Context: an optimization exercise on an open-source flow, tuned for small area. The choices shown serve that exercise and are no tape-out recipe.
In this exercise RTL edits were held to simulation tests only and were not proved equivalent to the original.
No activity file was given, so power comes from the tool's default toggle rates.

## ca_core
module ca_core (
    input  wire        clk,
    input  wire        rst,           
    output wire        imem_re,
    output wire [9:0]  imem_addr,
    input  wire [15:0] imem_rdata,
    output wire        dmem_re,
    output wire        dmem_we,
    output wire [15:0] dmem_addr,
    output wire [7:0]  dmem_wdata,
    input  wire [7:0]  dmem_rdata,
    output wire        halted,
    output wire        fault,
    output wire [15:0] fault_pc,
    output wire [15:0] fault_word,
    output wire        eff_valid,
    output wire [15:0] eff_pc,
    output wire        eff_reg_we,
    output wire [5:0]  eff_reg_idx,
    output wire [7:0]  eff_reg_val,
    output wire        eff_mem_we,
    output wire [10:0] eff_mem_addr,
    output wire [7:0]  eff_mem_val,
    output wire        eff_redirect,
    output wire [15:0] eff_target,
    output wire [4:0]  eff_sreg,
    output wire [4:0]  obs_sreg
);
Size in the first run: roughly 1200 cells after synthesis, ~540 flip-flops, roughly 180 I/O pins, ~15000 sq um of cells after synthesis.
clock: 10.0 ns
lec_check: 0
abc_area: 1
cap_margin: 20
core_margin: 2
core_utilization: 55
gpl_timing_driven: 0
slew_margin: 20
standard.sh (not shown) runs the stock make flow with config.mk's settings and CLKGATE_MAP_FILE= SYNTH_SCRIPT=/design/flow/synth_recipe.tcl, a recipe that flattens the netlist after the stock synthesis.
==> flow/flow/run.sh <==
#!/bin/bash
# The standard layout (standard.sh) with these changes:
#  - synthesis is the standard synthesis except that ABC maps the logic
#    for area with flow/area.abc (flow/synth_area.tcl); registers are mapped
#    exactly as in the standard synthesis,
#  - the netlist's buffers are removed at floorplan (REMOVE_ABC_BUFFERS),
#  - ports are buffered with sky130_fd_sc_hd__buf_1,
#  - clock tree synthesis builds larger sink clusters and adds no dummy loads.
# Every tool's output goes to standard.log (ORFS keeps per-step logs too).
set -uo pipefail
here=$(pwd)
export BUFFER_PORTS_ARGS="-buffer_cell sky130_fd_sc_hd__buf_1"
export REMOVE_ABC_BUFFERS=1
export CTS_ARGS="-sink_clustering_enable -repair_clock_nets -dont_use_dummy_load -buf_list sky130_fd_sc_hd__clkbuf_16 -sink_clustering_size 30 -sink_clustering_max_diameter 100"
export AREA_ABC_SCRIPT="$here/flow/area.abc"
sed "s#SYNTH_SCRIPT=[^ ]*#SYNTH_SCRIPT=$here/flow/synth_area.tcl#" standard.sh > area_standard.sh
if ! grep -q "SYNTH_SCRIPT=$here/flow/synth_area.tcl" area_standard.sh; then
  echo "could not point standard.sh at flow/synth_area.tcl" >&2
  exit 1
fi
bash area_standard.sh > standard.log 2>&1
==> flow/flow/area.abc <==
strash
&get -n
&fraig -x
&put
dch -f
amap
==> flow/flow/synth_area.tcl <==
# The standard synthesis (synth_recipe.tcl), except that ABC maps for
# area with the script in area.abc instead of ORFS's abc_area.script.
proc synth {args} { yosys synth -nofsm -noshare {*}$args }
proc abc {args} {
  set i [lsearch -exact $args -script]
  if {$i >= 0} {
    set args [lreplace $args $i [expr {$i + 1}] -script $::env(AREA_ABC_SCRIPT)]
  }
  yosys abc {*}$args
}
source $::env(SCRIPTS_DIR)/synth.tcl
# left out here: clear keep_hierarchy, flatten, clean up, hide names made inside functions, write 1_2_yosys.v
Edit:
==> flow/flow/run.sh (replaced) <==
#!/bin/bash
# Standard ORFS layout (the standard.sh) with three changes:
#  - ports are buffered with sky130_fd_sc_hd__buf_1 instead of the default
#    buffer_ports choice,
#  - the netlist's buffers are removed at floorplan, placement is not
#    timing driven,
#  - clock tree synthesis builds larger sink clusters and adds no dummy loads.
set -uo pipefail
export BUFFER_PORTS_ARGS="-buffer_cell sky130_fd_sc_hd__buf_1"
export REMOVE_ABC_BUFFERS=1
export CTS_ARGS="-sink_clustering_enable -repair_clock_nets -dont_use_dummy_load -buf_list sky130_fd_sc_hd__clkbuf_16 -sink_clustering_size 30 -sink_clustering_max_diameter 100"
bash standard.sh > standard.log 2>&1
removed: flow/flow/area.abc
removed: flow/flow/synth_area.tcl
What happened:
- final cell count went up by about 14%
- synthesized area went up by about 5%
- total power went down by about 0.47%
- final area went up by 3.3%
- via count went up by about 9%
- worst hold slack improved by 23 ps
- sequential power hardly moves
- worst setup slack got worse by 11 ps

-- what the ideal ports hide --
The results above use ideal ports. As a check the final layouts listed here were re-extracted and re-timed, cells and wires unchanged.
Step 1: set_driving_cell puts a clkbuf_16 on clk and a buf_2 on each other input, an assumption about the parent block.
Step 2, shift: input delay + t, output delay - t, t = (earliest + latest rising clock arrival at the registers) / 2. This alone moves slack from input paths to output paths.
a / b / c = ideal ports / drivers / drivers and shift; a / b = the first two.
run | t, ns | slack for setup (ns) | latest minus earliest clock arrival (ns)
the first run | 0.567 | 0.328 / 0.302 / 0.302 | 0.041 / 0.041
the second run | 0.578 | 0.318 / 0.292 / 0.292 | 0.054 / 0.053
After both steps every run listed still meets setup and hold.
